Source: an optimization exercise on an open RTL-to-GDS flow (aim: small area, a short achievable clock period and few clock cycles). Production flows keep margins and buffers that such runs may drop.
No functional check of the RTL was part of any run shown here.
Power and IR drop assume default switching activity.

## flow/flow/run.sh

```bash
#!/bin/bash
set -euo pipefail
bash standard.sh SETUP_SLACK_MARGIN=6.0 "BUFFER_PORTS_ARGS=-buffer_cell sky130_fd_sc_hd__buf_4" finish > standard.log 2>&1
```

## flow/standard.sh

```bash
#!/bin/bash
# synth_recipe.tcl (not shown) runs the flow's synth.tcl, then flattens the netlist and writes it again
# the make line also repeats each setting of config.mk as NAME=value (left out here)
make -C /OpenROAD-flow-scripts/flow DESIGN_CONFIG=/design/flow/config.mk WORK_HOME=/design/flow/orfs CLKGATE_MAP_FILE= SYNTH_SCRIPT=/design/flow/synth_recipe.tcl "${@:-finish}"
```

## flow/config.mk

```make
export PLATFORM = sky130hd
export DESIGN_NAME = esbf
export DESIGN_NICKNAME = esbf
export VERILOG_FILES = /design/flow/design.v
export SDC_FILE = /design/flow/constraint.sdc
export NUM_CORES = 4
export LEC_CHECK = 0
export CAP_MARGIN = 20
export CORE_MARGIN = 2
export CORE_UTILIZATION = 65
export CTS_BUF_LIST = sky130_fd_sc_hd__clkbuf_16
export CTS_CLUSTER_DIAMETER = 80
export CTS_CLUSTER_SIZE = 30
export PLACE_DENSITY = 0.75
export SLEW_MARGIN = 20
```

## flow/constraint.sdc

```tcl
create_clock -name core_clock -period 9.0 [get_ports {clk}]
set_input_delay 1.8000 -clock core_clock [delete_from_list [all_inputs] [get_ports {clk}]]
set_output_delay 1.8000 -clock core_clock [all_outputs]
set_load 0.01 [all_outputs]
```

## flow/design.v

```verilog
module esbf (
    input  wire       clk,
    input  wire       rst,         
    input  wire       in_valid,
    output wire       in_ready,
    input  wire [7:0] in_data,
    input  wire       in_last,
    output wire       out_valid,
    input  wire       out_ready,
    output wire [7:0] out_data,
    output wire       out_last
);
    localparam RL = 37;                  
    localparam [3:0] O_ILL   = 4'd0;
    localparam [3:0] O_INIT  = 4'd1;
    localparam [3:0] O_LOAD  = 4'd2;
    localparam [3:0] O_UPDB  = 4'd3;
    localparam [3:0] O_UPDN  = 4'd4;
    localparam [3:0] O_CREAD = 4'd5;
    localparam [3:0] O_BUILD = 4'd6;
    localparam [3:0] O_CHECK = 4'd7;
    localparam [3:0] O_FREAD = 4'd8;
    localparam [3:0] O_INFO  = 4'd9;
    localparam [1:0] K_CRC   = 2'd1;
    localparam [1:0] K_FRAME = 2'd2;
    localparam [1:0] K_INFO  = 2'd3;
    localparam [3:0] R_ST    = 4'd15;    
    function [15:0] step1;
        input [15:0] c;
        begin
            step1 = {c[14:0], 1'b0} ^ (c[15] ? 16'h1021 : 16'h0000);
        end
    endfunction
    function [15:0] step8;
        input [15:0] c;
        integer i;
        reg [15:0] t;
        begin
            t = c;
            for (i = 0; i < 8; i = i + 1)
                t = {t[14:0], 1'b0} ^ (t[15] ? 16'h1021 : 16'h0000);
            step8 = t;
        end
    endfunction
    function [5:0] inc37;
        input [5:0] x;
        begin
            inc37 = (x == RL - 1) ? 6'd0 : x + 6'd1;
        end
    endfunction
    reg [15:0] crc_r;
    reg        held;                     
    reg [1:0]  fstat;
    reg [2:0]  alen_a;
    reg [5:0]  plen_a;
    reg        c2_a;                     
    reg [7:0]  chan_a;
    reg [7:0]  chan_t;                   
    reg        c2_t;                     
    reg [15:0] cw;                       
    reg        pre;                      
    reg [15:0] ca;                       
    reg        pren;                     
    reg        cpend;                    
    reg [8*RL-1:0] ring;
    reg        ir;                       
    reg        ie;                       
    reg [2:0]  ac;                       
    reg [3:0]  opc;
    reg [7:0]  rem_a, rem_p;             
    reg        aok, pok, cok;
    reg        fdone;                    
    reg [1:0]  post;                     
    reg [5:0]  wq;                       
    reg        sv, sl;
    reg [7:0]  sd;
    reg        s_dat, s_first, s_lastd, s_rxh, s_rxl;
    reg [1:0]  s_tap;
    reg        tr;                       
    reg        mh, ml;                   
    reg        pend;                     
    reg        busy;                     
    reg [5:0]  p0;                       
    reg        ov, ol;
    reg [7:0]  od;
    reg [1:0]  rk;                       
    reg [3:0]  ri;                       
    reg [2:0]  rs;                       
    reg        pv;                       
    reg [1:0]  pk;                       
    reg [5:0]  pdc;                      
    reg        cdefer;                   
    reg [5:0]  dc;
    reg        rdp;                      
    reg [5:0]  rp;                       
    wire acc   = in_valid & ir;
    wire opB   = (opc == O_BUILD);
    wire opC   = (opc == O_CHECK);
    wire dsec  = (opB & (ac == 3'd7)) | (opC & (ac >= 3'd4));
    wire remnz = (rem_a != 8'd0) | (rem_p != 8'd0);
    wire okdat = aok & (pok | opC);
    wire dat   = dsec & remnz & okdat;
    wire first = dat & ~fdone;
    wire lastd = dat & (((rem_a == 8'd1) & (rem_p == 8'd0)) |
                        ((rem_a == 8'd0) & (rem_p == 8'd1)));
    wire rxh   = opC & (ac >= 3'd4) & ~remnz & (post == 2'd0);
    wire rxl   = opC & (ac >= 3'd4) & ~remnz & (post == 2'd1);
    wire [5:0] nB = {3'd0, alen_a} + plen_a;
    wire [5:0] nT = rem_a[5:0] + rem_p[5:0];    
    reg  [1:0] w0;
    always @(posedge clk)
        w0 <= opC ? ~rem_p[1:0] : ((nT == 6'd37) ? 2'd0 : (2'd0 - nT[1:0]));
    wire [5:0] wq1 = inc37(wq);
    wire       x0  = ~(dat & fdone) | (wq1[5:2] == 4'd0);
    reg [3:0] dec_op;
    always @(*) begin
        case (in_data)
            8'h01: dec_op = O_INIT;
            8'h02: dec_op = O_LOAD;
            8'h03: dec_op = O_UPDB;
            8'h04: dec_op = O_UPDN;
            8'h05: dec_op = O_CREAD;
            8'h10: dec_op = O_BUILD;
            8'h11: dec_op = O_CHECK;
            8'h12: dec_op = O_FREAD;
            8'h13: dec_op = O_INFO;
            default: dec_op = O_ILL;
        endcase
    end
    wire [15:0] cwf  = tr ? step1(ca) : ca;
    wire [15:0] ca_d = step8((s_first ? 16'hffff : ca) ^ {sd, 8'h00});
    wire        pre_fin = (sv & s_dat & s_first) ? sd[7] : pren;
    wire        ml_n = (sv & s_rxl) ? (sd == cwf[7:0]) : ml;
    wire        gidle = (ri == 4'd0);
    wire        crcmod = (opc == O_INIT) | (opc == O_LOAD) | (opc == O_UPDB) |
                         (opc == O_UPDN);
    wire        frmod  = (opc == O_BUILD) | ((opc == O_CHECK) & (ac >= 3'd3));
    wire        early  = ~gidle & ~pv & (ri != R_ST) &
                         ~(crcmod & (rk == K_CRC)) &
                         ~(frmod & (rk == K_INFO));
    wire        exe    = ((sv & sl) | pend) & ((gidle & ~pv) | early);
    wire        exe_d  = exe & gidle;
    wire        exe_q  = exe & ~gidle;
    wire        pstart = pv & (gidle | (free & (g_ri == 4'd0)));
    reg  [2:0] x_st;         
    reg  [1:0] x_kind;       
    always @(*) begin
        x_st   = 3'd0;
        x_kind = 2'd0;
        case (opc)
            O_INIT, O_CREAD:
                if (ac == 3'd1) x_kind = K_CRC; else x_st = 3'd4;
            O_LOAD, O_UPDN:
                if (ac == 3'd3) x_kind = K_CRC; else x_st = 3'd4;
            O_UPDB:
                if (ac == 3'd2) x_kind = K_CRC; else x_st = 3'd4;
            O_BUILD:
                if ((ac != 3'd7) | remnz) x_st = 3'd1;
                else if (~(aok & pok & cok)) x_st = 3'd2;
                else x_kind = K_FRAME;
            O_CHECK:
                if (ac < 3'd3) x_st = 3'd4;
                else if (post != 2'd2) x_st = 3'd1;
                else if (~(aok & cok)) x_st = 3'd2;
                else if (~(mh & ml_n)) x_st = 3'd3;
                else x_kind = K_FRAME;
            O_FREAD:
                if (ac == 3'd1) x_kind = held ? K_FRAME : 2'd0; else x_st = 3'd4;
            O_INFO:
                if (ac == 3'd1) x_kind = K_INFO; else x_st = 3'd4;
            default: x_st = 3'd4;
        endcase
    end
    wire        updf   = ((opc == O_UPDB) & (ac == 3'd2)) |
                         ((opc == O_UPDN) & (ac == 3'd3));
    wire        x_upd  = exe & updf;
    wire        e_on   = x_upd | busy;
    wire [15:0] e_c    = crc_r ^ {(x_upd ? rem_p : 8'd0), 8'd0};
    wire        e_ge8  = (rem_a[7:3] != 5'd0);
    wire        e_nz   = (rem_a != 8'd0);
    wire [15:0] e_r    = e_ge8 ? step8(e_c) : (e_nz ? step1(e_c) : e_c);
    wire [7:0]  e_left = e_ge8 ? rem_a - 8'd8 : (e_nz ? rem_a - 8'd1 : 8'd0);
    wire        busy_n = e_on & (rem_a != 8'd0) & (rem_a != 8'd1) & (rem_a != 8'd8);
    wire       free   = ~ov | out_ready;
    wire       algn   = (rp[1:0] == 2'd0);
    wire [7:0] tap    = ring[8*{rp[5:2], 2'b00} +: 8];
    reg  [7:0] info_b;
    always @(*) begin
        case (ri)
            4'd1: info_b = {6'd0, fstat};
            4'd2: info_b = held ? {5'd0, alen_a} : 8'd0;
            4'd3: info_b = held ? {2'd0, plen_a} : 8'd0;
            4'd4: info_b = held ? {6'd0, c2_a, ~c2_a} : 8'd0;
            4'd5: info_b = held ? chan_a : 8'd0;
            4'd6: info_b = held ? cw[15:8] : 8'd0;
            4'd7: info_b = held ? cw[7:0] : 8'd0;
            4'd9: info_b = held ? {2'd0, nB + 6'd3} : 8'd0;
            default: info_b = 8'd0;
        endcase
    end
    reg  [7:0] g_d;
    reg        g_v, g_l, g_ld;
    reg  [3:0] g_ri;
    always @(*) begin
        g_d = 8'd0; g_v = 1'b1; g_l = 1'b0; g_ld = 1'b0;
        g_ri = ri + 4'd1;
        if (ri == R_ST) begin
            g_d  = {5'd0, rs};
            g_l  = (rk == 2'd0);
            g_ri = 4'd1;
        end else case (rk)
            K_CRC: begin
                g_d = (ri == 4'd1) ? crc_r[15:8] : crc_r[7:0];
                g_v = ~busy;
                g_l = (ri == 4'd2);
                if (busy) g_ri = ri;
            end
            K_INFO: begin
                g_d = info_b;
                g_l = (ri == 4'd9);
            end
            default: begin  
                case (ri)
                    4'd1: g_d = pre ? 8'haa : 8'h55;
                    4'd2: begin
                        g_d  = tap;
                        g_v  = algn;
                        g_ld = algn;
                        g_ri = (algn && dc == 6'd1) ? 4'd3 : 4'd2;
                    end
                    4'd3: g_d = cw[15:8];
                    default: begin g_d = cw[7:0]; g_l = 1'b1; end
                endcase
            end
        endcase
        if (g_v & g_l) g_ri = 4'd0;
    end
    reg  [3:0] ri_n;
    reg  [1:0] rk_n;
    always @(*) begin
        ri_n = ri;
        rk_n = rk;
        if (exe_d) begin
            rk_n = x_kind;
            if (free) ri_n = (x_kind == 2'd0) ? 4'd0 : 4'd1;
            else      ri_n = R_ST;
        end else if (pstart) begin
            rk_n = pk;
            ri_n = R_ST;
        end else if (free & ~gidle)
            ri_n = g_ri;
    end
    wire       ie_set = (exe | busy) & ~busy_n;
    wire       ie_n   = (ie & ~(acc & in_last)) | ie_set;
    wire [2:0] ac_n   = exe ? 3'd0 : ((acc & (ac != 3'd7)) ? ac + 3'd1 : ac);
    wire       dsec_n = (opB & (ac_n == 3'd7)) | (opC & (ac_n >= 3'd4));
    wire       info_a = (~gidle & (rk == K_INFO)) | (pv & (pk == K_INFO));
    reg        gsafe;
    always @(posedge clk)
        gsafe <= (ri == 4'd2) & (rp <= 6'd32) & ({1'b0, rp} >= {1'b0, dc} + 7'd2);
    wire       dsafe  = ~(pv & (pk == K_FRAME)) & ~info_a &
                        (gidle | (rk != K_FRAME) | (ri == 4'd3) | (ri == 4'd4) |
                         ((ri == 4'd2) & gsafe));
    wire       ir_n   = ie_n & (acc | x0) & ~(dsec_n & ~dsafe);
    wire [5:0] p0_n = (sv & s_dat & s_first) ? {4'd0, s_tap} : inc37(p0);
    always @(posedge clk) begin
        ring <= {ring[8*RL-9:0], ring[8*RL-1 -: 8]};
        if (sv & s_dat) begin
            case (s_tap)
                2'd0: ring[7:0]   <= sd;
                2'd1: ring[15:8]  <= sd;
                2'd2: ring[23:16] <= sd;
                2'd3: ring[31:24] <= sd;
            endcase
        end
        if (sv & s_dat)
            ca <= ca_d;
        else if (tr)
            ca <= step1(ca);
        if (sv & s_dat & s_first)
            pren <= sd[7];
        if (cpend & ~cdefer & ~tr & ~(sv & s_dat)) begin
            cw    <= ca;
            pre   <= pren;
            cpend <= 1'b0;
        end
        if (sv & s_rxh)
            mh <= (sd == cwf[15:8]);
        if (sv & s_rxl)
            ml <= (sd == cwf[7:0]);
        p0 <= p0_n;
        if (rdp)
            rp <= (free & g_ld) ? rp : inc37(rp);
        else
            rp <= p0_n;
        sd      <= in_data;
        sl      <= in_last;
        s_dat   <= dat;
        s_first <= first;
        s_lastd <= lastd;
        s_rxh   <= rxh;
        s_rxl   <= rxl;
        s_tap   <= first ? w0 : wq[1:0];
        wq <= (acc & dat) ? (first ? {4'd0, w0} : wq) : wq1;
        ac <= ac_n;
        if (acc) begin
            case (ac)
                3'd0: opc <= dec_op;
                3'd1: begin
                    rem_p <= in_data;
                    rem_a <= 8'd8;               
                    chan_t <= in_data;
                end
                3'd2: begin
                    if (opC) begin
                        rem_a  <= 8'd11;
                        aok    <= (rem_p >= 8'd1) & (rem_p <= 8'd5);
                        cok    <= (in_data == 8'd1) | (in_data == 8'd2);
                        c2_t   <= (in_data == 8'd2);
                    end else begin
                        rem_a  <= in_data;
                        if (opB)
                            aok    <= (in_data >= 8'd1) & (in_data <= 8'd5);
                    end
                end
                3'd3: if (opB) begin
                    rem_p  <= in_data;
                    pok    <= (in_data <= 8'd32);
                end
                3'd6: if (opB) begin
                    cok  <= (in_data == 8'd1) | (in_data == 8'd2);
                    c2_t <= (in_data == 8'd2);
                end
                default: ;
            endcase
            if (dsec & remnz) begin
                if (rem_a != 8'd0) rem_a <= rem_a - 8'd1;
                else               rem_p <= rem_p - 8'd1;
            end
            if (dat) fdone <= 1'b1;
            if (first) begin
                alen_a <= opC ? rem_p[2:0] : rem_a[2:0];
                plen_a <= opC ? 6'd11 : rem_p[5:0];
            end
            if (opC & (ac >= 3'd4) & ~remnz & (post != 2'd2))
                post <= post + 2'd1;
        end
        if (e_on) begin
            crc_r <= e_r;
            rem_a <= e_left;
        end
        busy <= busy_n;
        sv   <= acc;
        tr   <= sv & s_dat & s_lastd;
        if (sv & sl & ~exe) pend <= 1'b1;
        if (exe) begin
            pend  <= 1'b0;
            fdone <= 1'b0;
            post  <= 2'd0;
            case (opc)
                O_INIT:  if (ac == 3'd1) crc_r <= 16'hffff;
                O_LOAD:  if (ac == 3'd3) crc_r <= {rem_p, rem_a};
                O_BUILD, O_CHECK: if ((opc == O_BUILD) | (ac >= 3'd3)) begin
                    fstat <= x_st[1:0];
                    held  <= (x_kind == K_FRAME);
                    if (x_kind == K_FRAME) begin
                        c2_a   <= c2_t;
                        chan_a <= (opc == O_BUILD) ? chan_t : 8'd0;
                        cpend  <= 1'b1;
                        cdefer <= exe_q & (rk == K_FRAME);
                        if (exe_d) pre <= pre_fin;
                    end
                end
                default: ;
            endcase
        end
        ri <= ri_n;
        rk <= rk_n;
        if (exe_q) begin
            rs  <= x_st;
            pk  <= x_kind;
            pv  <= 1'b1;
            pdc <= nB;
        end
        if (pstart) begin
            pv     <= 1'b0;
            cdefer <= 1'b0;
            dc     <= pdc;
            rdp    <= 1'b0;
        end
        if (exe_d) begin
            rs  <= x_st;
            dc  <= nB;
            rdp <= 1'b0;
            if (free) begin
                od <= {5'd0, x_st};
                ov <= 1'b1;
                ol <= (x_kind == 2'd0);
            end
        end else if (free) begin
            if (~gidle) begin
                ov <= g_v;
                if (g_v) begin
                    od <= g_d;
                    ol <= g_l;
                end
                if (g_ld) dc <= dc - 6'd1;
                if (rk == K_FRAME)
                    rdp <= (g_ri == 4'd2);
            end else
                ov <= 1'b0;
        end
        ie <= ie_n;
        ir <= ir_n;
        if (rst) begin
            crc_r <= 16'hffff;
            held  <= 1'b0;
            fstat <= 2'd0;
            ir    <= 1'b1;
            ie    <= 1'b1;
            ac    <= 3'd0;
            fdone <= 1'b0;
            post  <= 2'd0;
            sv    <= 1'b0;
            tr    <= 1'b0;
            pend  <= 1'b0;
            pv    <= 1'b0;
            cpend <= 1'b0;
            busy  <= 1'b0;
            ov    <= 1'b0;
            ol    <= 1'b0;
            ri    <= 4'd0;
            rdp   <= 1'b0;
        end
    end
    assign in_ready  = ir;
    assign out_valid = ov;
    assign out_data  = od;
    assign out_last  = ol;
endmodule
```

==> load_flow_metrics.sql, run 1 <==
INSERT INTO impl_metrics (metric_group, metric, value, unit) VALUES
('run_status', 'run_status', 'complete, no violations', ''),
('routing', 'route.antenna.remaining_nets', '0', ''),
('die', 'core_region_area', '0.0289', 'mm²'),
('cts', 'worstSkewPairLatency', '0.57', 'ns'),
('global_route', 'grt_pass1_wl', '73000', 'µm'),
('timing', 'finalHoldViolations', '0', ''),
('cts', 'cts_tree', 'built', ''),
('finish', 'fin_nets', '1818', ''),
('power_and_ir_drop', 'max-vdd-ir-drop', '0.241', 'mV'),
('placement', 'dp.final_hpwl', '32700', 'µm'),
('die', 'die_x', '176', 'µm'),
('global_route', 'globalRoute.totalOverflow', '0', ''),
('cts', 'clock_tree.root_cell', 'sky130_fd_sc_hd__clkbuf_16', ''),
('synth', 'ys_seq_elements', '487', ''),
('setup_path', 'cp.required', '9.52', 'ns'),
('timing', 'part_of_the_cycle_the_worst_path_needs', '33.4', '%'),
('timing', 'period_needed', '3.00', 'ns'),
('global_route', 'antenna_found_initial', '1', ''),
('cts', 'clk_transition_reported_paths', '0.10', 'ns'),
('routing', 'wire_per_inst', '22.1', 'µm'),
('finish', 'final_core_util', '72.4', '%'),
('cts', 'htree_num_levels', '1', ''),
('power_and_ir_drop', 'fin_total_pwr', '5040', 'µW'),
('die', 'start_util', '66.3', '%'),
('synth', 'ys_top_cells_by_area', 'sky130_fd_sc_hd__dfxtp_1 (40%), sky130_fd_sc_hd__edfxtp_1 (16%), sky130_fd_sc_hd__xnor2_1 (3.3%), sky130_fd_sc_hd__ha_1 (2.9%), sky130_fd_sc_hd__nor2_1 (2.9%)', ''),
('power_and_ir_drop', 'total_leakage_power', '0.00799', 'µW'),
('timing', 'fin_skew', '0.0225', 'ns'),
('global_route', 'grt.total_usage', '30.4', '%'),
('timing', 'achievable-frequency', '333', 'MHz'),
('cts', 'tritoncts_num_sinks', '487', ''),
('timing', 'worstMarginPinSlew', '0.935', 'ns'),
('timing', 'final-max-slew-violation-count', '0', ''),
('finish', 'antenna-diode-count', '0', ''),
('placement', 'portBuffers', '23', ''),
('setup_path', 'critPathKind', 'reg -> reg', ''),
('placement', 'gp_routability_congestion', '0.964', ''),
('routing', 'via_count', '13500', ''),
('synth', 'synthesis.nets', '1811', ''),
('synth', 'yosysTopAreaCell', 'sky130_fd_sc_hd__dfxtp_1', ''),
('setup_path', 'setup.worst_path.start_class', 'flip-flop', ''),
('setup_path', 'crit_fanout', '16', ''),
('synth', 'yosys.cell_types.count', '96', ''),
('hold_path', 'hold_path_class', 'reg -> reg', ''),
('die', 'floorplan.io_pins', '24', ''),
('timing', 'worst_slew_margin_rel', '37.4', '%'),
('timing', 'rsz0062_at_grt', 'yes', ''),
('power_and_ir_drop', 'cellPowerDensity', '241', 'mW/mm²'),
('global_route', 'number_of_global_route_vias_before_repair', '12800', ''),
('timing', 'setup_viol', '0', ''),
('global_route', 'largest_net_degree_at_the_start_of_global_routing', '38', ''),
('placement', 'placed_area', '0.0194', 'mm²'),
('synth', 'synthesis.yosys.warnings', '1', ''),
('finish', 'drive_gt1_share', '15.6', '%'),
('run', 'maxCapViolations', '0', ''),
('cts', 'postCtsHoldBufs', '0', ''),
('finish', 'flow.area_growth_from_synthesis', '9.15', '%'),
('synth', 'number_of_enable_type_register_cells_in_the_synthesized_netlist', '100', ''),
('synth', 'yosys-top-cells-count', 'sky130_fd_sc_hd__dfxtp_1 (387), sky130_fd_sc_hd__nor2_1 (149), sky130_fd_sc_hd__nand2_1 (135)', ''),
('cts', 'clock_path_buffers', '3', ''),
('routing', 'drtIter0Drc', '1490', ''),
('routing', 'detail_route.wirelength', '47700', 'µm'),
('synth', 'yosys.cell_count.top_type', 'sky130_fd_sc_hd__dfxtp_1', ''),
('cts', 'tritoncts.num_buffers', '23', ''),
('setup_path', 'crit_path_end_kind', 'flip-flop', ''),
('die', 'die_h', '176', 'µm'),
('synth', 'ys.flop_type', 'sky130_fd_sc_hd__dfxtp_1', ''),
('die', 'placement_rows', '62', ''),
('finish', 'fin_area', '0.0209', 'mm²'),
('synth', 'synthCells', '1751', ''),
('synth', 'synth_seq_area_share', '56.2', '%'),
('timing', 'setup_tns', '0', 'ns'),
('synth', 'cell_area_after_technology_mapping', '0.0191', 'mm²'),
('routing', 'vias_per_cell', '6.29', ''),
('routing', 'firstDrtPassIters', '6', ''),
('synth', 'ys_async_sr_fraction', '0', '%'),
('synth', 'synth.top_cell.area_share', '40.5', '%'),
('synth', 'syn_area_cell', '10.9', 'µm²'),
('routing', 'drc_violations_left', '0', ''),
('die', 'floorplan.die_area', '0.0308', 'mm²'),
('setup_path', 'worst-endpoint-arrival', '3.52', 'ns');
critical path, cell delays in order (launching register included):
cell	delay [ns]
sky130_fd_sc_hd__dfxtp_1	0.35
sky130_fd_sc_hd__inv_1	0.16
sky130_fd_sc_hd__ha_2	0.28
sky130_fd_sc_hd__or4b_1	0.52
sky130_fd_sc_hd__a41oi_4	0.22
sky130_fd_sc_hd__buf_4	0.18
sky130_fd_sc_hd__o211a_2	0.46
sky130_fd_sc_hd__o21a_1	0.35
sky130_fd_sc_hd__nor2_1	0.13
sky130_fd_sc_hd__o211ai_1	0.16
sky130_fd_sc_hd__o22a_1	0.15
report_power, final:
group | total, µW | switching, µW | internal, µW
clock network | 1250 | 729 | 519
logic | 1220 | 712 | 510
registers | 2570 | 185 | 2390
sequential cells by signal (all words and copies together), names as in the netlist, 8 cells and up:
name    count
rem_a       8
ca         16
chan_a      8
od          8
chan_t      8
crc_r      16
ring      296
sd          8
cw         16
rem_p       8
layout make-up:
cell class                      count  area, µm²
Sequential cell                   487      10800
Multi-Input combinational cell   1111       7990
Fill cell                        2068       7970
Timing Repair Buffer               85        706
Clock buffer                       24        601
Tap cell                          384        480
Inverter                           50        188
Clock inverter                     14        166
timing repair:
item | CTS | global route
setup buffers | 9 | 37
resized for setup | 34 | 35
endpoints found under the setup margin | 96 | 77
gates cloned | 2 | 1
pin swaps | 3 | 13
layer usage:
| layer | global-route usage (%) | routed length (µm) | up-vias |
|---|---|---|---|
| li1 | - | - | 6218 |
| met4 | 11.4 | 1690 | 2 |
| met1 | 44.7 | 20600 | 6466 |
| met2 | 44.5 | 20500 | 726 |
| met5 | 0 | 10 | - |
| met3 | 6.49 | 4960 | 134 |
cell usage in the layout, fill, tap and decap left out, types with 7 or more instances in the layout:
cell type / n
sky130_fd_sc_hd__nand2_2: 7
sky130_fd_sc_hd__nand3_1: 33
sky130_fd_sc_hd__a22oi_1: 27
sky130_fd_sc_hd__o211ai_1: 8
sky130_fd_sc_hd__o21ai_0: 66
sky130_fd_sc_hd__a221o_1: 7
sky130_fd_sc_hd__a31o_2: 9
sky130_fd_sc_hd__nand2_1: 130
sky130_fd_sc_hd__xnor2_1: 70
sky130_fd_sc_hd__nand2b_1: 12
sky130_fd_sc_hd__nor3b_1: 9
sky130_fd_sc_hd__nor2b_1: 10
sky130_fd_sc_hd__a21o_1: 12
sky130_fd_sc_hd__and3_1: 16
sky130_fd_sc_hd__a211oi_1: 11
sky130_fd_sc_hd__a221oi_1: 12
sky130_fd_sc_hd__or2_2: 7
sky130_fd_sc_hd__a21oi_1: 85
sky130_fd_sc_hd__clkbuf_16: 25
sky130_fd_sc_hd__buf_4: 80
sky130_fd_sc_hd__nor2_4: 7
sky130_fd_sc_hd__nor2_1: 143
sky130_fd_sc_hd__dfxtp_1: 383
sky130_fd_sc_hd__mux2_2: 45
sky130_fd_sc_hd__mux4_2: 16
sky130_fd_sc_hd__nor3_1: 46
sky130_fd_sc_hd__a31oi_1: 16
sky130_fd_sc_hd__mux2i_1: 32
sky130_fd_sc_hd__inv_1: 49
sky130_fd_sc_hd__ha_1: 39
sky130_fd_sc_hd__o32ai_1: 7
sky130_fd_sc_hd__edfxtp_1: 100
sky130_fd_sc_hd__o22ai_1: 12
sky130_fd_sc_hd__and2_1: 9
sky130_fd_sc_hd__o21bai_1: 8
sky130_fd_sc_hd__xor2_1: 48
metrics by stage:
step | hold WS, ns | setup WS [ns] | cells
finish | 0.322 | 6.00 | 2155
global route | 0.321 | 5.90 | 2155
CTS | 0.321 | 6.00 | 2117
detailed placement | 0.312 | 5.32 | 2068
global placement | 0.310 | 5.40 | 2068
floorplan | 0.310 | 5.98 | 1751
path summary, 6_finish.rpt:
| path | start | to | slack [ns] | depth (start not counted) |
|---|---|---|---|---|
| worst max-delay path | ri[0] | crc_r[9] | 6.00 | 10 |
| worst min-delay path | ring[241] | ring[249] | 0.32 | 0 |
| worst max register to register | ri[0] | crc_r[9] | 6.00 | 10 |
| worst min register to register | ring[241] | ring[249] | 0.32 | 0 |
logic make-up after synthesis:
group	Yosys count	synth area share, %
AND/OR/NAND/NOR	490	12.6
AO/OA/AOI/OAI	356	12.6
buffers and inverters	155	3.48
adder cells (fa/ha/maj)	47	3.15
flip-flops	487	56.2
multiplexers	93	6.21
XOR/XNOR	123	5.81
==> inputs of run 2 (changes only) <==
--- a/flow/design.v
+++ b/flow/design.v
@@ -57,4 +57,2 @@
     reg [7:0]  chan_a;
-    reg [7:0]  chan_t;                   
-    reg        c2_t;                     
     reg [15:0] cw;                       
@@ -74,6 +72,2 @@
     reg [5:0]  wq;                       
-    reg        sv, sl;
-    reg [7:0]  sd;
-    reg        s_dat, s_first, s_lastd, s_rxh, s_rxl;
-    reg [1:0]  s_tap;
     reg        tr;                       
@@ -108,6 +102,5 @@
     wire [5:0] nB = {3'd0, alen_a} + plen_a;
-    wire [5:0] nT = rem_a[5:0] + rem_p[5:0];    
     reg  [1:0] w0;
     always @(posedge clk)
-        w0 <= opC ? ~rem_p[1:0] : ((nT == 6'd37) ? 2'd0 : (2'd0 - nT[1:0]));
+        w0 <= opC ? ~alen_a[1:0] : ((nB == 6'd37) ? 2'd0 : (2'd0 - nB[1:0]));
     wire [5:0] wq1 = inc37(wq);
@@ -130,9 +123,18 @@
     wire [15:0] cwf  = tr ? step1(ca) : ca;
-    wire [15:0] ca_d = step8((s_first ? 16'hffff : ca) ^ {sd, 8'h00});
-    wire        pre_fin = (sv & s_dat & s_first) ? sd[7] : pren;
-    wire        ml_n = (sv & s_rxl) ? (sd == cwf[7:0]) : ml;
+    wire [1:0]  tap_now = first ? w0 : wq[1:0];
+    wire [15:0] ca_d = step8((first ? 16'hffff : ca) ^ {in_data, 8'h00});
+    wire        pre_fin = (acc & first) ? in_data[7] : pren;
+    wire        xn     = acc & in_last;
+    wire [3:0]  opc_x  = (xn & (ac == 3'd0)) ? dec_op : opc;
+    wire [2:0]  ac_x   = (xn & (ac != 3'd7)) ? ac + 3'd1 : ac;
+    wire        one1   = ((rem_a == 8'd1) & (rem_p == 8'd0)) |
+                         ((rem_a == 8'd0) & (rem_p == 8'd1));
+    wire        remnz_x = remnz & ~(xn & dsec & one1);
+    wire [1:0]  post_x = (xn & opC & (ac >= 3'd4) & ~remnz & (post != 2'd2)) ?
+                         post + 2'd1 : post;
+    wire        ml_n   = (xn & rxl) ? (in_data == cwf[7:0]) : ml;
     wire        gidle = (ri == 4'd0);
-    wire        crcmod = (opc == O_INIT) | (opc == O_LOAD) | (opc == O_UPDB) |
-                         (opc == O_UPDN);
-    wire        frmod  = (opc == O_BUILD) | ((opc == O_CHECK) & (ac >= 3'd3));
+    wire        crcmod = (opc_x == O_INIT) | (opc_x == O_LOAD) | (opc_x == O_UPDB) |
+                         (opc_x == O_UPDN);
+    wire        frmod  = (opc_x == O_BUILD) | ((opc_x == O_CHECK) & (ac_x >= 3'd3));
     wire        early  = ~gidle & ~pv & (ri != R_ST) &
@@ -140,3 +142,3 @@
                          ~(frmod & (rk == K_INFO));
-    wire        exe    = ((sv & sl) | pend) & ((gidle & ~pv) | early);
+    wire        exe    = (xn | pend) & ((gidle & ~pv) | early);
     wire        exe_d  = exe & gidle;
@@ -149,11 +151,11 @@
         x_kind = 2'd0;
-        case (opc)
+        case (opc_x)
             O_INIT, O_CREAD:
-                if (ac == 3'd1) x_kind = K_CRC; else x_st = 3'd4;
+                if (ac_x == 3'd1) x_kind = K_CRC; else x_st = 3'd4;
             O_LOAD, O_UPDN:
-                if (ac == 3'd3) x_kind = K_CRC; else x_st = 3'd4;
+                if (ac_x == 3'd3) x_kind = K_CRC; else x_st = 3'd4;
             O_UPDB:
-                if (ac == 3'd2) x_kind = K_CRC; else x_st = 3'd4;
+                if (ac_x == 3'd2) x_kind = K_CRC; else x_st = 3'd4;
             O_BUILD:
-                if ((ac != 3'd7) | remnz) x_st = 3'd1;
+                if ((ac_x != 3'd7) | remnz_x) x_st = 3'd1;
                 else if (~(aok & pok & cok)) x_st = 3'd2;
@@ -161,4 +163,4 @@
             O_CHECK:
-                if (ac < 3'd3) x_st = 3'd4;
-                else if (post != 2'd2) x_st = 3'd1;
+                if (ac_x < 3'd3) x_st = 3'd4;
+                else if (post_x != 2'd2) x_st = 3'd1;
                 else if (~(aok & cok)) x_st = 3'd2;
@@ -167,5 +169,5 @@
             O_FREAD:
-                if (ac == 3'd1) x_kind = held ? K_FRAME : 2'd0; else x_st = 3'd4;
+                if (ac_x == 3'd1) x_kind = held ? K_FRAME : 2'd0; else x_st = 3'd4;
             O_INFO:
-                if (ac == 3'd1) x_kind = K_INFO; else x_st = 3'd4;
+                if (ac_x == 3'd1) x_kind = K_INFO; else x_st = 3'd4;
             default: x_st = 3'd4;
@@ -173,12 +175,14 @@
     end
-    wire        updf   = ((opc == O_UPDB) & (ac == 3'd2)) |
-                         ((opc == O_UPDN) & (ac == 3'd3));
+    wire        updb_x = (opc_x == O_UPDB) & (ac_x == 3'd2);
+    wire        updf   = updb_x | ((opc_x == O_UPDN) & (ac_x == 3'd3));
     wire        x_upd  = exe & updf;
     wire        e_on   = x_upd | busy;
-    wire [15:0] e_c    = crc_r ^ {(x_upd ? rem_p : 8'd0), 8'd0};
-    wire        e_ge8  = (rem_a[7:3] != 5'd0);
-    wire        e_nz   = (rem_a != 8'd0);
+    wire [7:0]  e_dat  = (xn & updb_x) ? in_data : rem_p;
+    wire [7:0]  e_n    = (x_upd & xn) ? (updb_x ? 8'd8 : in_data) : rem_a;
+    wire [15:0] e_c    = crc_r ^ {(x_upd ? e_dat : 8'd0), 8'd0};
+    wire        e_ge8  = (e_n[7:3] != 5'd0);
+    wire        e_nz   = (e_n != 8'd0);
     wire [15:0] e_r    = e_ge8 ? step8(e_c) : (e_nz ? step1(e_c) : e_c);
-    wire [7:0]  e_left = e_ge8 ? rem_a - 8'd8 : (e_nz ? rem_a - 8'd1 : 8'd0);
-    wire        busy_n = e_on & (rem_a != 8'd0) & (rem_a != 8'd1) & (rem_a != 8'd8);
+    wire [7:0]  e_left = e_ge8 ? e_n - 8'd8 : (e_nz ? e_n - 8'd1 : 8'd0);
+    wire        busy_n = e_on & (e_n != 8'd0) & (e_n != 8'd1) & (e_n != 8'd8);
     wire       free   = ~ov | out_ready;
@@ -256,3 +260,2 @@
     wire       dsec_n = (opB & (ac_n == 3'd7)) | (opC & (ac_n >= 3'd4));
-    wire       info_a = (~gidle & (rk == K_INFO)) | (pv & (pk == K_INFO));
     reg        gsafe;
@@ -260,18 +263,20 @@
         gsafe <= (ri == 4'd2) & (rp <= 6'd32) & ({1'b0, rp} >= {1'b0, dc} + 7'd2);
-    wire       dsafe  = ~(pv & (pk == K_FRAME)) & ~info_a &
+    wire       dsafe  = ~(pv & (pk == K_FRAME)) &
                         (gidle | (rk != K_FRAME) | (ri == 4'd3) | (ri == 4'd4) |
                          ((ri == 4'd2) & gsafe));
-    wire       ir_n   = ie_n & (acc | x0) & ~(dsec_n & ~dsafe);
-    wire [5:0] p0_n = (sv & s_dat & s_first) ? {4'd0, s_tap} : inc37(p0);
+    wire       info_a = (~gidle & (rk == K_INFO)) | (pv & (pk == K_INFO));
+    wire       ir_n   = ie_n & (acc | x0) & ~(dsec_n & ~dsafe) &
+                        ~((ac_n != 3'd0) & info_a);
+    wire [5:0] p0_n = (acc & first) ? {4'd0, tap_now} : inc37(p0);
     always @(posedge clk) begin
         ring <= {ring[8*RL-9:0], ring[8*RL-1 -: 8]};
-        if (sv & s_dat) begin
-            case (s_tap)
-                2'd0: ring[7:0]   <= sd;
-                2'd1: ring[15:8]  <= sd;
-                2'd2: ring[23:16] <= sd;
-                2'd3: ring[31:24] <= sd;
+        if (acc & dat) begin
+            case (tap_now)
+                2'd0: ring[7:0]   <= in_data;
+                2'd1: ring[15:8]  <= in_data;
+                2'd2: ring[23:16] <= in_data;
+                2'd3: ring[31:24] <= in_data;
             endcase
         end
-        if (sv & s_dat)
+        if (acc & dat)
             ca <= ca_d;
@@ -279,5 +284,5 @@
             ca <= step1(ca);
-        if (sv & s_dat & s_first)
-            pren <= sd[7];
-        if (cpend & ~cdefer & ~tr & ~(sv & s_dat)) begin
+        if (acc & first)
+            pren <= in_data[7];
+        if (cpend & ~cdefer & ~tr & ~(acc & dat)) begin
             cw    <= ca;
@@ -286,6 +291,6 @@
         end
-        if (sv & s_rxh)
-            mh <= (sd == cwf[15:8]);
-        if (sv & s_rxl)
-            ml <= (sd == cwf[7:0]);
+        if (acc & rxh)
+            mh <= (in_data == cwf[15:8]);
+        if (acc & rxl)
+            ml <= (in_data == cwf[7:0]);
         p0 <= p0_n;
@@ -295,10 +300,2 @@
             rp <= p0_n;
-        sd      <= in_data;
-        sl      <= in_last;
-        s_dat   <= dat;
-        s_first <= first;
-        s_lastd <= lastd;
-        s_rxh   <= rxh;
-        s_rxl   <= rxl;
-        s_tap   <= first ? w0 : wq[1:0];
         wq <= (acc & dat) ? (first ? {4'd0, w0} : wq) : wq1;
@@ -311,3 +308,3 @@
                     rem_a <= 8'd8;               
-                    chan_t <= in_data;
+                    if (opB) chan_a <= in_data;
                 end
@@ -316,9 +313,14 @@
                         rem_a  <= 8'd11;
+                        alen_a <= rem_p[2:0];
                         aok    <= (rem_p >= 8'd1) & (rem_p <= 8'd5);
                         cok    <= (in_data == 8'd1) | (in_data == 8'd2);
-                        c2_t   <= (in_data == 8'd2);
+                        c2_a   <= (in_data == 8'd2);
+                        plen_a <= 6'd11;
+                        chan_a <= 8'd0;
                     end else begin
                         rem_a  <= in_data;
-                        if (opB)
+                        if (opB) begin
+                            alen_a <= in_data[2:0];
                             aok    <= (in_data >= 8'd1) & (in_data <= 8'd5);
+                        end
                     end
@@ -327,2 +329,3 @@
                     rem_p  <= in_data;
+                    plen_a <= in_data[5:0];
                     pok    <= (in_data <= 8'd32);
@@ -331,3 +334,3 @@
                     cok  <= (in_data == 8'd1) | (in_data == 8'd2);
-                    c2_t <= (in_data == 8'd2);
+                    c2_a <= (in_data == 8'd2);
                 end
@@ -340,6 +343,2 @@
             if (dat) fdone <= 1'b1;
-            if (first) begin
-                alen_a <= opC ? rem_p[2:0] : rem_a[2:0];
-                plen_a <= opC ? 6'd11 : rem_p[5:0];
-            end
             if (opC & (ac >= 3'd4) & ~remnz & (post != 2'd2))
@@ -352,5 +351,4 @@
         busy <= busy_n;
-        sv   <= acc;
-        tr   <= sv & s_dat & s_lastd;
-        if (sv & sl & ~exe) pend <= 1'b1;
+        tr   <= acc & lastd;
+        if (xn & ~exe) pend <= 1'b1;
         if (exe) begin
@@ -359,6 +357,6 @@
             post  <= 2'd0;
-            case (opc)
-                O_INIT:  if (ac == 3'd1) crc_r <= 16'hffff;
-                O_LOAD:  if (ac == 3'd3) crc_r <= {rem_p, rem_a};
-                O_BUILD, O_CHECK: if ((opc == O_BUILD) | (ac >= 3'd3)) begin
+            case (opc_x)
+                O_INIT:  if (ac_x == 3'd1) crc_r <= 16'hffff;
+                O_LOAD:  if (ac_x == 3'd3) crc_r <= {rem_p, (xn ? in_data : rem_a)};
+                O_BUILD, O_CHECK: if ((opc_x == O_BUILD) | (ac_x >= 3'd3)) begin
                     fstat <= x_st[1:0];
@@ -366,4 +364,2 @@
                     if (x_kind == K_FRAME) begin
-                        c2_a   <= c2_t;
-                        chan_a <= (opc == O_BUILD) ? chan_t : 8'd0;
                         cpend  <= 1'b1;
@@ -423,3 +419,2 @@
             post  <= 2'd0;
-            sv    <= 1'b0;
             tr    <= 1'b0;
==> flow/flow/run.sh (replaced) <==
#!/bin/bash
set -euo pipefail
bash standard.sh SETUP_SLACK_MARGIN=6.1 "BUFFER_PORTS_ARGS=-buffer_cell sky130_fd_sc_hd__buf_4" finish > standard.log 2>&1
==> load_flow_metrics.sql, run 2 <==
INSERT INTO impl_metrics (metric_group, metric, value, unit) VALUES
('cts', 'clock_path_buffers', '3', ''),
('finish', 'drive_gt1_share', '28.7', '%'),
('power_and_ir_drop', 'comb_power_share', '30.2', '%'),
('routing', 'route.antenna.remaining_nets', '0', ''),
('die', 'placement_rows', '62', ''),
('synth', 'ys_seq_elements', '461', ''),
('synth', 'synthesis.yosys.warnings', '1', ''),
('power_and_ir_drop', 'clockPowerShare', '23.5', '%'),
('synth', 'synth.top_cell.area_share', '39.3', '%'),
('routing', 'detail_route.wirelength', '58600', 'µm'),
('synth', 'ys_async_sr_fraction', '0', '%'),
('synth', 'ys.flop_type', 'sky130_fd_sc_hd__dfxtp_1', ''),
('power_and_ir_drop', 'p_int', '3450', 'µW'),
('synth', 'cell_area_after_technology_mapping', '0.0188', 'mm²'),
('power_and_ir_drop', 'max-vdd-ir-drop', '0.245', 'mV'),
('die', 'start_util', '65.7', '%'),
('power_and_ir_drop', 'p_switching', '1810', 'µW'),
('setup_path', 'setup.worst_path.start_class', 'input pin', ''),
('synth', 'yosysTopAreaCell', 'sky130_fd_sc_hd__dfxtp_1', ''),
('cts', 'cts_tree', 'built', ''),
('finish', 'registers.top_by_ff_count', 'ring', ''),
('global_route', 'globalRoute.totalOverflow', '0', ''),
('global_route', 'antenna_found_initial', '1', ''),
('synth', 'ys_top_cells_by_area', 'sky130_fd_sc_hd__dfxtp_1 (39%), sky130_fd_sc_hd__edfxtp_1 (15%), sky130_fd_sc_hd__nor2_1 (3.4%), sky130_fd_sc_hd__mux2_2 (3.1%), sky130_fd_sc_hd__ha_1 (2.9%)', ''),
('setup_path', 'r2r_cells', '15', ''),
('run', 'maxCapViolations', '0', ''),
('timing', 'period_needed', '4.76', 'ns'),
('synth', 'number_of_enable_type_register_cells_in_the_synthesized_netlist', '92', ''),
('synth', 'synth_seq_area_share', '54.0', '%'),
('die', 'die_x', '174', 'µm'),
('synth', 'yosys.cell_types.count', '88', ''),
('cts', 'tritoncts_num_sinks', '461', ''),
('timing', 'worst_slew_margin_rel', '29.8', '%'),
('hold_path', 'hold_depth', '0', ''),
('placement', 'dp.final_hpwl', '35300', 'µm'),
('setup_path', 'reg2reg_to', 'crc_r[9]', ''),
('die', 'floorplan.io_pins', '24', ''),
('synth', 'synthesis.nets', '1838', ''),
('cts', 'clk_transition_reported_paths', '0.11', 'ns'),
('timing', 'setup_viol', '0', ''),
('cts', 'htree_num_levels', '1', ''),
('finish', 'final_cell_mix', 'sky130_fd_sc_hd__dfxtp_1 (360), sky130_fd_sc_hd__buf_4 (160), sky130_fd_sc_hd__nor2_1 (144)', ''),
('cts', 'worstSkewPairLatency', '0.58', 'ns'),
('setup_path', 'worst-endpoint-arrival', '5.20', 'ns'),
('synth', 'synthCells', '1780', ''),
('hold_path', 'worst_hold_startpoint', 'ring[115]', ''),
('run_status', 'run_status', 'complete, no violations', ''),
('hold_path', 'hold_path_class', 'reg -> reg', ''),
('global_route', 'grt.total_usage', '35.2', '%'),
('setup_path', 'cp.required', '9.43', 'ns'),
('finish', 'final_core_util', '81.5', '%'),
('routing', 'via_count', '15500', ''),
('cts', 'postCtsHoldBufs', '0', ''),
('power_and_ir_drop', 'share_seq_of_total_power', '46.2', '%'),
('die', 'floorplan.die_area', '0.0303', 'mm²'),
('die', 'die_h', '174', 'µm'),
('power_and_ir_drop', 'power_switching_share', '34.4', '%'),
('cts', 'tritoncts.num_buffers', '23', ''),
('timing', 'rsz0062_at_grt', 'yes', ''),
('placement', 'portBuffers', '23', ''),
('die', 'core_region_area', '0.0286', 'mm²'),
('setup_path', 'crit_fanout', '5', ''),
('timing', 'achievable-frequency', '210', 'MHz'),
('global_route', 'largest_net_degree_at_the_start_of_global_routing', '32', ''),
('synth', 'yosys.cell_count.top_type', 'sky130_fd_sc_hd__dfxtp_1', ''),
('setup_path', 'reg2reg_setup_slack', '4.74', 'ns'),
('timing', 'final-max-slew-violation-count', '0', ''),
('global_route', 'grt_pass1_wl', '83000', 'µm'),
('timing', 'setup_tns', '0', 'ns'),
('finish', 'most_frequent_standard_cell_in_the_layout_excluding_fill_and_tap_cells', 'sky130_fd_sc_hd__dfxtp_1', ''),
('global_route', 'number_of_global_route_vias_before_repair', '14300', ''),
('routing', 'drc_violations_left', '0', ''),
('cts', 'clock_tree.root_cell', 'sky130_fd_sc_hd__clkbuf_16', ''),
('routing', 'drtIter0Drc', '2149', ''),
('finish', 'largest_register_ff_count', '296', ''),
('power_and_ir_drop', 'cellPowerDensity', '225', 'mW/mm²'),
('finish', 'fin_nets', '1995', ''),
('hold_path', 'hold-path-endpoint', 'ring[123]', ''),
('synth', 'yosys-top-cells-count', 'sky130_fd_sc_hd__dfxtp_1 (369), sky130_fd_sc_hd__nor2_1 (170), sky130_fd_sc_hd__nand2_1 (132)', ''),
('timing', 'part_of_the_cycle_the_worst_path_needs', '52.9', '%'),
('finish', 'flow.area_growth_from_synthesis', '24.0', '%'),
('timing', 'fin_skew', '0.0424', 'ns'),
('routing', 'firstDrtPassIters', '6', ''),
('setup_path', 'critPathKind', 'in -> reg', ''),
('routing', 'wire_per_inst', '25.1', 'µm'),
('timing', 'worstMarginPinSlew', '1.05', 'ns'),
('placement', 'gp_routability_congestion', '0.969', ''),
('synth', 'syn_area_cell', '10.6', 'µm²'),
('power_and_ir_drop', 'total_leakage_power', '0.00893', 'µW'),
('setup_path', 'critical_path.reg2reg.startpoint', 'ac[0]', ''),
('setup_path', 'crit_path_end_kind', 'flip-flop', ''),
('finish', 'fill_cells', '1536', ''),
('routing', 'vias_per_cell', '6.66', ''),
('timing', 'finalHoldViolations', '0', '');
run 2: cell count changes in the layout (fill, tap and decap cells not counted), moves of 11 or more:
cell                      before  now
sky130_fd_sc_hd__o31ai_1       4   15
sky130_fd_sc_hd__nand2_1     130  112
sky130_fd_sc_hd__mux2_4        0   32
sky130_fd_sc_hd__xnor2_1      70   54
sky130_fd_sc_hd__mux2_2       45   20
sky130_fd_sc_hd__dfxtp_1     383  360
sky130_fd_sc_hd__buf_4        80  160
sky130_fd_sc_hd__buf_6         0   43
sky130_fd_sc_hd__inv_1        49   34
sky130_fd_sc_hd__a21oi_1      85   61
sky130_fd_sc_hd__xor2_1       48   29
run 2: cells by family (layout without fill, tap and decap cells):
kind of cell             after synthesis  count (layout)  share of synthesized area, %
multiplexers                         111             111                          7.34
other                                  0               1                             0
adder cells (fa/ha/maj)               45              45                          3.03
AO/OA/AOI/OAI                        353             355                          12.5
AND/OR/NAND/NOR                      573             575                          15.1
flip-flops                           461             461                          54.0
buffers and inverters                137             302                          3.01
XOR/XNOR                             100             100                          5.04
run 2: timing repair:
action                                 CTS  global route
gates cloned                             6             3
setup buffers                          118            70
endpoints found under the hold margin    0             0
pin swaps                               63            64
resized for setup                      167           148
setup endpoints to repair              183           166
run 2: worst max-delay path by stage:
stage,from,endpoint,slack (ns),cells past startpoint
6_report,in_data[3],crc_r[9],4.24,15
5_1_grt,in_data[3],crc_r[9],4.19,15
4_1_cts,in_data[3],rem_a[1],4.41,16
3_5_place_dp,in_data[7],crc_r[6],2.57,14
3_3_place_gp,in_data[7],crc_r[7],2.67,14
2_1_floorplan,in_data[6],crc_r[0],4.00,17
run 2: layout make-up:
class                   instances  area [µm²]  area share [%]
inverters                      37         144           0.617
well taps                     384         480            2.06
repair buffers                228        2200            9.44
clock inverters                14         193           0.826
diodes                          1        2.50          0.0107
flip-flops and latches        461       10200            43.6
clock buffers                  23         576            2.47
multi-input cells            1186        9550            41.0
run 2: critical path: stages:
cell and delay (ns):
sky130_fd_sc_hd__buf_16 0.11, sky130_fd_sc_hd__or4_4 0.57, sky130_fd_sc_hd__buf_6 0.15, sky130_fd_sc_hd__nor3_4 0.21, sky130_fd_sc_hd__mux2i_4 0.14, sky130_fd_sc_hd__nor4_4 0.27
sky130_fd_sc_hd__o2111a_2 0.37, sky130_fd_sc_hd__buf_6 0.13, sky130_fd_sc_hd__mux2_4 0.33, sky130_fd_sc_hd__ha_4 0.19, sky130_fd_sc_hd__buf_4 0.16, sky130_fd_sc_hd__o211ai_4 0.16
sky130_fd_sc_hd__o21ai_0 0.19, sky130_fd_sc_hd__a211oi_1 0.32, sky130_fd_sc_hd__o31ai_1 0.09
run 2: per-layer routing:
metal	track usage, %	routed length (µm)	part of all wire, %	up-vias
met3	7.28	6200	11	302
met4	11.6	3160	5.4	0
li1	-	-	-	6712
met5	0	0	0	-
met2	55.9	26200	45	1096
met1	48.6	23000	39	7423
run 2: metrics by stage:
| stage | hold slack [ns] | std cells | total power (µW) | cell area [µm²] | setup WS [ns] |
|---|---|---|---|---|---|
| 2_1_floorplan | 0.310 | 1780 | 3330 | 19500 | 4.00 |
| 3_3_place_gp | 0.310 | 2099 | 3640 | 19600 | 2.67 |
| 3_5_place_dp | 0.312 | 2099 | 3680 | 19600 | 2.57 |
| 4_1_cts | 0.317 | 2260 | 5010 | 22000 | 4.41 |
| 5_1_grt | 0.316 | 2333 | 5440 | 23300 | 4.19 |
| 6_report | 0.315 | 2334 | 5250 | 23300 | 4.24 |
run 2: power groups by stage:
stage / registers [µW] / clock network, µW / logic (µW)
4_1_cts: 2410 / 1240 / 1360
2_1_floorplan: 2400 / 0 / 933
3_3_place_gp: 2460 / 0 / 1180
3_5_place_dp: 2470 / 0 / 1210
5_1_grt: 2440 / 1310 / 1690
6_report: 2430 / 1240 / 1590
==> inputs of run 3 (changes only) <==
--- a/flow/design.v
+++ b/flow/design.v
@@ -126,4 +126,4 @@
     wire        pre_fin = (acc & first) ? in_data[7] : pren;
-    wire        xn     = acc & in_last;
-    wire [3:0]  opc_x  = (xn & (ac == 3'd0)) ? dec_op : opc;
+    wire        xn     = acc & in_last & (ac != 3'd0);
+    wire [3:0]  opc_x  = opc;
     wire [2:0]  ac_x   = (xn & (ac != 3'd7)) ? ac + 3'd1 : ac;
@@ -352,3 +352,3 @@
         tr   <= acc & lastd;
-        if (xn & ~exe) pend <= 1'b1;
+        if (acc & in_last & ~exe) pend <= 1'b1;
         if (exe) begin
==> load_flow_metrics.sql, run 3 <==
INSERT INTO impl_metrics (metric_group, metric, value, unit) VALUES
('timing', 'worstMarginPinSlew', '1.13', 'ns'),
('synth', 'ys_seq_elements', '461', ''),
('hold_path', 'hold_path_class', 'reg -> reg', ''),
('routing', 'via_count', '15400', ''),
('global_route', 'grt_pass1_wl', '87200', 'µm'),
('placement', 'dp.final_hpwl', '34100', 'µm'),
('global_route', 'largest_net_degree_at_the_start_of_global_routing', '32', ''),
('synth', 'synth.top_cell.area_share', '39.3', '%'),
('finish', 'final_core_util', '80.2', '%'),
('timing', 'achievable-frequency', '237', 'MHz'),
('cts', 'worstSkewPairLatency', '0.60', 'ns'),
('synth', 'yosysTopAreaCell', 'sky130_fd_sc_hd__dfxtp_1', ''),
('placement', 'gp_routability_congestion', '0.945', ''),
('run_status', 'run_status', 'complete, no violations', ''),
('power_and_ir_drop', 'max-vdd-ir-drop', '0.387', 'mV'),
('global_route', 'antenna_found_initial', '1', ''),
('synth', 'syn_area_cell', '10.6', 'µm²'),
('synth', 'synthesis.yosys.warnings', '1', ''),
('timing', 'fin_skew', '0.0343', 'ns'),
('synth', 'ys.flop_type', 'sky130_fd_sc_hd__dfxtp_1', ''),
('routing', 'wire_per_inst', '26.1', 'µm'),
('finish', 'most_frequent_standard_cell_in_the_layout_excluding_fill_and_tap_cells', 'sky130_fd_sc_hd__dfxtp_1', ''),
('global_route', 'grt.total_usage', '37.0', '%');
==> run 3: worst max-delay path, stage by stage <==
cell	delay, ns
sky130_fd_sc_hd__buf_8	0.08
sky130_fd_sc_hd__nand3b_4	0.10
sky130_fd_sc_hd__nor3_4	0.25
sky130_fd_sc_hd__mux2i_4	0.30
sky130_fd_sc_hd__o32a_1	0.24
sky130_fd_sc_hd__buf_12	0.14
sky130_fd_sc_hd__nor2_4	0.05
sky130_fd_sc_hd__and3_4	0.20
sky130_fd_sc_hd__a21oi_4	0.14
sky130_fd_sc_hd__ha_4	0.17
sky130_fd_sc_hd__a21oi_2	0.05
sky130_fd_sc_hd__o21ai_1	0.16
sky130_fd_sc_hd__nor3_2	0.08
sky130_fd_sc_hd__a41oi_4	0.23
sky130_fd_sc_hd__buf_12	0.17
sky130_fd_sc_hd__o21ai_1	0.07
sky130_fd_sc_hd__a211oi_1	0.22
sky130_fd_sc_hd__o221ai_1	0.18
==> run 3: final cells by class <==
class,instances,area (µm²),area share [%]
antenna,1,2.50,0.0109
clock buffer,22,551,2.40
clock inverter,12,175,0.765
inverter,45,184,0.803
multi-input combinational,1178,9550,41.7
sequential,461,10200,44.4
tap,384,480,2.10
timing repair buffer,185,1810,7.88
==> run 3: cells by family (layout without fill, tap and decap cells) <==
group | count (synthesis) | after routing | synth area share [%]
AND/OR/NAND/NOR | 542 | 546 | 14.3
flip-flops | 461 | 461 | 54.0
AO/OA/AOI/OAI | 377 | 377 | 13.1
buffers and inverters | 140 | 264 | 3.04
XOR/XNOR | 110 | 110 | 5.81
multiplexers | 100 | 100 | 6.70
adder cells (fa/ha/maj) | 45 | 45 | 3.04
other | 0 | 1 | 0
==> run 3: metrics by stage <==
stage | hold WS (ns) | area, µm² | instances | setup WS [ns] | power [µW]
floorplan | 0.310 | 19300 | 1775 | 4.36 | 3160
global placement | 0.310 | 19600 | 2105 | 3.17 | 3460
detailed placement | 0.312 | 19600 | 2105 | 3.00 | 3490
CTS | 0.319 | 22200 | 2259 | 4.93 | 4860
global route | 0.318 | 22900 | 2287 | 4.66 | 5190
finish | 0.319 | 22900 | 2288 | 4.78 | 5040
==> run 3: where the power goes <==
part           switching [µW]  internal (µW)
clock                     736            487
combinational             836            579
sequential                151           2250
==> run 3: final timing paths <==
kind	start	endpoint	slack (ns)	depth (start not counted)
max reg2reg	ac[2]	crc_r[10]	4.85	16
min reg2reg	ring[278]	ring[286]	0.32	0
min	ring[278]	ring[286]	0.32	0
max	in_valid	crc_r[8]	4.78	18
==> run 3: per-layer routing <==
layer,vias up,GRT usage (%),routed length (µm)
met3,284,6.58,6080
li1,6598,-,-
met1,7329,49.5,22800
met2,1173,59.8,27400
met5,-,0,0
met4,0,15.3,3370
==> run 3: timing repair <==
item,CTS,global route
pin swaps,72,49
gates cloned,6,2
endpoints found under the setup margin,198,193
resized for setup,178,115
setup buffers,114,26

what the ideal ports hide:
The results above use ideal ports. As a check the final layouts listed here were re-extracted and re-timed, cells and wires unchanged.
Step 1 (the two cells are an assumption about what drives the block):
set clk [get_ports {clk}]
set_driving_cell -lib_cell sky130_fd_sc_hd__clkbuf_16 $clk
set_driving_cell -lib_cell sky130_fd_sc_hd__buf_2 [delete_from_list [all_inputs] $clk]
Step 2 adds t to the input delays and takes it off the output delays; t is the mean of the earliest and latest rising clock arrival at the registers after step 1. Input paths then give back, and output paths get back, about the clock's delay inside the block.
a / b / c = ideal ports / drivers / drivers and shift; a / b = the first two.
run | t, ns | setup slack, ns | worst setup path after step 2 | latest minus earliest clock arrival (ns) | worst data-port slew with drivers (ns)
run 1 | 0.611 | 5.997 / 5.979 / 5.532 | input to register | 0.023 / 0.023 | 0.05
run 2 | 0.613 | 4.235 / 4.184 / 3.571 | input to register | 0.042 / 0.043 | 0.18
run 3 | 0.636 | 4.780 / 4.764 / 4.128 | input to register | 0.042 / 0.042 | 0.07
After both steps every run listed still meets setup and hold. For run 2, which loses most, drivers alone change the setup slack by -0.051 ns; drivers and shift together by -0.664 ns.
